Background: an optimization exercise with open tools, aiming at small area and few clock cycles. Do not read the settings as production practice. Where RTL was checked, it was by simulation tests only, not by an equivalence proof against the original. No activity file was given, so power comes from the tool's default toggle rates.

Design sponge_engine, start of the top module:
module sponge_engine (
    input  wire          clk,
    input  wire          rst,
    input  wire          cmd_valid,
    output wire          cmd_ready,
    input  wire [31:0]   cmd_hdr,
    input  wire          din_valid,
    output wire          din_ready,
    input  wire [126:0]  din_data,
    output wire          rsp_valid,
    input  wire          rsp_ready,
    output wire [31:0]   rsp_word,
    output wire          dout_valid,
    input  wire          dout_ready,
    output wire [126:0]  dout_data,
    output wire          dout_last,
    output wire          preq_valid,
    input  wire          preq_ready,
    output wire [507:0]  preq_state,
    input  wire          prsp_valid,
    output wire          prsp_ready,
    input  wire [507:0]  prsp_state,
    output wire          st_busy,
    output wire [2:0]    st_fault,
    output wire [4:0]    st_io_count,
    output wire [4:0]    st_pattern_len,
    output wire [5:0]    st_out_len
);
Settings: LEC_CHECK=0, CAP_MARGIN=20, CORE_MARGIN=2, CORE_UTILIZATION=40, SLEW_MARGIN=20; clock period 14.0 ns.
standard.sh (not shown) runs the stock make flow with config.mk's settings and CLKGATE_MAP_FILE= SYNTH_SCRIPT=/design/flow/synth_recipe.tcl, a recipe that flattens the netlist after the stock synthesis.
==> flow/flow/run.sh <==
#!/bin/bash
# Layout flow: the standard flow with buf_1 port buffers and a lighter clock tree.
set -e
export BUFFER_PORTS_ARGS="-buffer_cell sky130_fd_sc_hd__buf_1"
export CTS_ARGS="-sink_clustering_enable -repair_clock_nets -dont_use_dummy_load -buf_list sky130_fd_sc_hd__clkbuf_8 -sink_clustering_size 16 -sink_clustering_max_diameter 60"
bash standard.sh > standard.log 2>&1
The starting point produced a clean layout.
Change:
==> flow/flow/run.sh (replaced) <==
#!/bin/bash
# Layout flow: the standard flow with buf_1 port buffers, a lighter clock
# tree and downsizing of non-critical gates after global routing.
set -e
export BUFFER_PORTS_ARGS="-buffer_cell sky130_fd_sc_hd__buf_1"
export CTS_ARGS="-sink_clustering_enable -repair_clock_nets -dont_use_dummy_load -buf_list {sky130_fd_sc_hd__clkbuf_4 sky130_fd_sc_hd__clkbuf_8} -sink_clustering_size 14 -sink_clustering_max_diameter 60"
export RECOVER_POWER=100
bash standard.sh > standard.log 2>&1
This time the run completed, yet does not pass: max-capacitance violations, max-slew violations, negative setup slack.
Total power goes up slightly.
Clock-buffer cell count goes up by 34.
Worst setup slack gets worse by 0.24 ns.
Worst hold slack gets worse by 0.0054 ns.
Synthesized area is unchanged.
Flip-flop and latch count is unchanged.
Sequential power is about the same.
Clock power goes up by a few percent.
First-iteration DRC count goes down slightly.
Wire length hardly moves.
No run of this note included a check of the RTL's function; only the layout flow was run.

---

## v52
Another version of the RTL of sponge_engine (not shown whole).
Size: roughly 12000 cells after synthesis, roughly 5000 flip-flops.
clock: 14.0 ns
lec_check: 0
cap_margin: 10
core_margin: 2
core_utilization: 40
slew_margin: 10
==> flow/flow/run.sh <==
#!/bin/bash
# Layout flow: the standard flow with buf_1 port buffers and a lighter clock tree.
set -e
export BUFFER_PORTS_ARGS="-buffer_cell sky130_fd_sc_hd__buf_1"
export CTS_ARGS="-sink_clustering_enable -repair_clock_nets -dont_use_dummy_load -buf_list sky130_fd_sc_hd__clkbuf_4 -sink_clustering_size 10 -sink_clustering_max_diameter 40"
bash standard.sh > standard.log 2>&1
Testbench counts of v52, summed over its fixed seeds: cycles 10,061.
#### Input delta (v2 over v52)
Settings: swapping 10 for 20 in SLEW_MARGIN; swapping 10 for 20 in CAP_MARGIN.
==> flow/flow/run.sh <==
#!/bin/bash
# Layout flow: the standard flow with buf_1 port buffers and a lighter clock tree.
set -e
export BUFFER_PORTS_ARGS="-buffer_cell sky130_fd_sc_hd__buf_1"
export CTS_ARGS="-sink_clustering_enable -repair_clock_nets -dont_use_dummy_load -buf_list {sky130_fd_sc_hd__clkbuf_4 sky130_fd_sc_hd__clkbuf_8} -sink_clustering_size 12 -sink_clustering_max_diameter 45"
bash standard.sh > standard.log 2>&1
Notes after the runs:
v2 vs v52 — number of vias in the routed layout dropped slightly
Looking at v2 and v52, the combinational power is a wash.
Per the comparison of v2 with v52, critical path depth now larger, number of enable-type register cells in the synthesized netlist comparable.
Standard cell area after detailed placement delta (v2 -> v52): insignificant
v2 vs v52 — total power climbed by a few percent
On routed wire length, v2 and v52 are basically level.
Relative to v52, post-CTS setup buffer count has decreased by 3 in v2.
Worst setup slack (lower): v2
[inputs] v44 vs v2
Settings: PLACE_DENSITY now 0.75, previously not set; SLEW_MARGIN now 10, was 20; CAP_MARGIN now 10, was 20.
==> flow/flow/run.sh <==
#!/bin/bash
# Layout flow: the standard flow with buf_1 port buffers and a lighter clock tree.
set -e
export BUFFER_PORTS_ARGS="-buffer_cell sky130_fd_sc_hd__buf_1"
export CTS_ARGS="-sink_clustering_enable -repair_clock_nets -dont_use_dummy_load -buf_list sky130_fd_sc_hd__clkbuf_4 -sink_clustering_size 10 -sink_clustering_max_diameter 40"
bash standard.sh > standard.log 2>&1
==> comparison <==
Worst hold slack after final layout delta (v44 -> v2): insignificant
v44 vs v2: total power down in v44
Min number of antenna violations at the first check in global routing across v44 and v2: v2
Compared with v2, in v44 final area lower; via density per instance higher; routed wire length higher; post-route non-filler standard cell count higher.
Worst setup margin, v44 and v2, higher one = v2.
Relative to v2, met3 track demand over resource has increased by 2.3 points in v44.
For the post-route fraction of the period consumed by the critical path, v44 came in 0.78 points higher than v2 did.
Setup changes, v44 to v22
Settings: a change of SLEW_MARGIN from 10 to 20; a change of CAP_MARGIN from 10 to 20; a deleted PLACE_DENSITY that had been 0.75.
==> flow/flow/run.sh <==
#!/bin/bash
# Layout flow: the standard flow with buf_1 port buffers and a lighter clock tree.
set -e
export BUFFER_PORTS_ARGS="-buffer_cell sky130_fd_sc_hd__buf_1"
export CTS_ARGS="-sink_clustering_enable -repair_clock_nets -dont_use_dummy_load -buf_list {sky130_fd_sc_hd__clkbuf_4 sky130_fd_sc_hd__clkbuf_8} -sink_clustering_size 14 -sink_clustering_max_diameter 60"
bash standard.sh > standard.log 2>&1
## What came out
v22 finished end to end and its layout was clean on timing, DRC and antenna. Higher design area among v44 and v22: v22. In terms of net switching power, v22 and v44 differ only marginally. Final instance count without filler cells is higher on v44. v22 vs v44 — fmax climbed slightly. Number of antenna violations at the first check in global routing on v22 is down relative to v44. The core of v22 is more densely filled than that of v44. Going from v44 to v22, slew at the pin closest to its max-slew limit shrinks by 0.055 ns.

==> re-timing with driven ports <==
No port has a modelled driver above. Below, the same layouts with a new extraction and two added sets of constraints. Step 1 sets driving cells, clkbuf_16 on the clock port and buf_2 on the other inputs (assumed; they add their load-dependent delay and slew). Step 2 times the ports against the registers' clock, not the clock port: input delays grow and output delays shrink by t, the midpoint of the rising clock arrivals with the driver on. Slacks: no drivers / after step 1 / after step 2; pairs: no drivers / after step 1.
| run | shift t [ns] | setup slack, ns | worst register clock-pin slew, ns |
|---|---|---|---|
| the first run of note 1 | 1.198 | 0.204 / 0.154 / 0.154 | 0.11 / 0.11 |
| the second run of note 1 | 1.219 | -0.039 / -0.010 / -1.229 | 0.10 / 0.10 |
| v52 | 1.726 | 0.327 / 0.198 / 0.353 | 0.11 / 0.11 |
| v2 | 1.314 | 0.273 / 0.144 / 0.239 | 0.09 / 0.09 |
| v44 | 1.632 | 0.164 / 0.053 / 0.155 | 0.12 / 0.12 |
| v22 | 1.218 | 0.304 / 0.180 / 0.221 | 0.10 / 0.10 |
For the second run of note 1, which loses most, drivers alone change the setup slack by +0.029 ns; drivers and shift together by -1.190 ns.
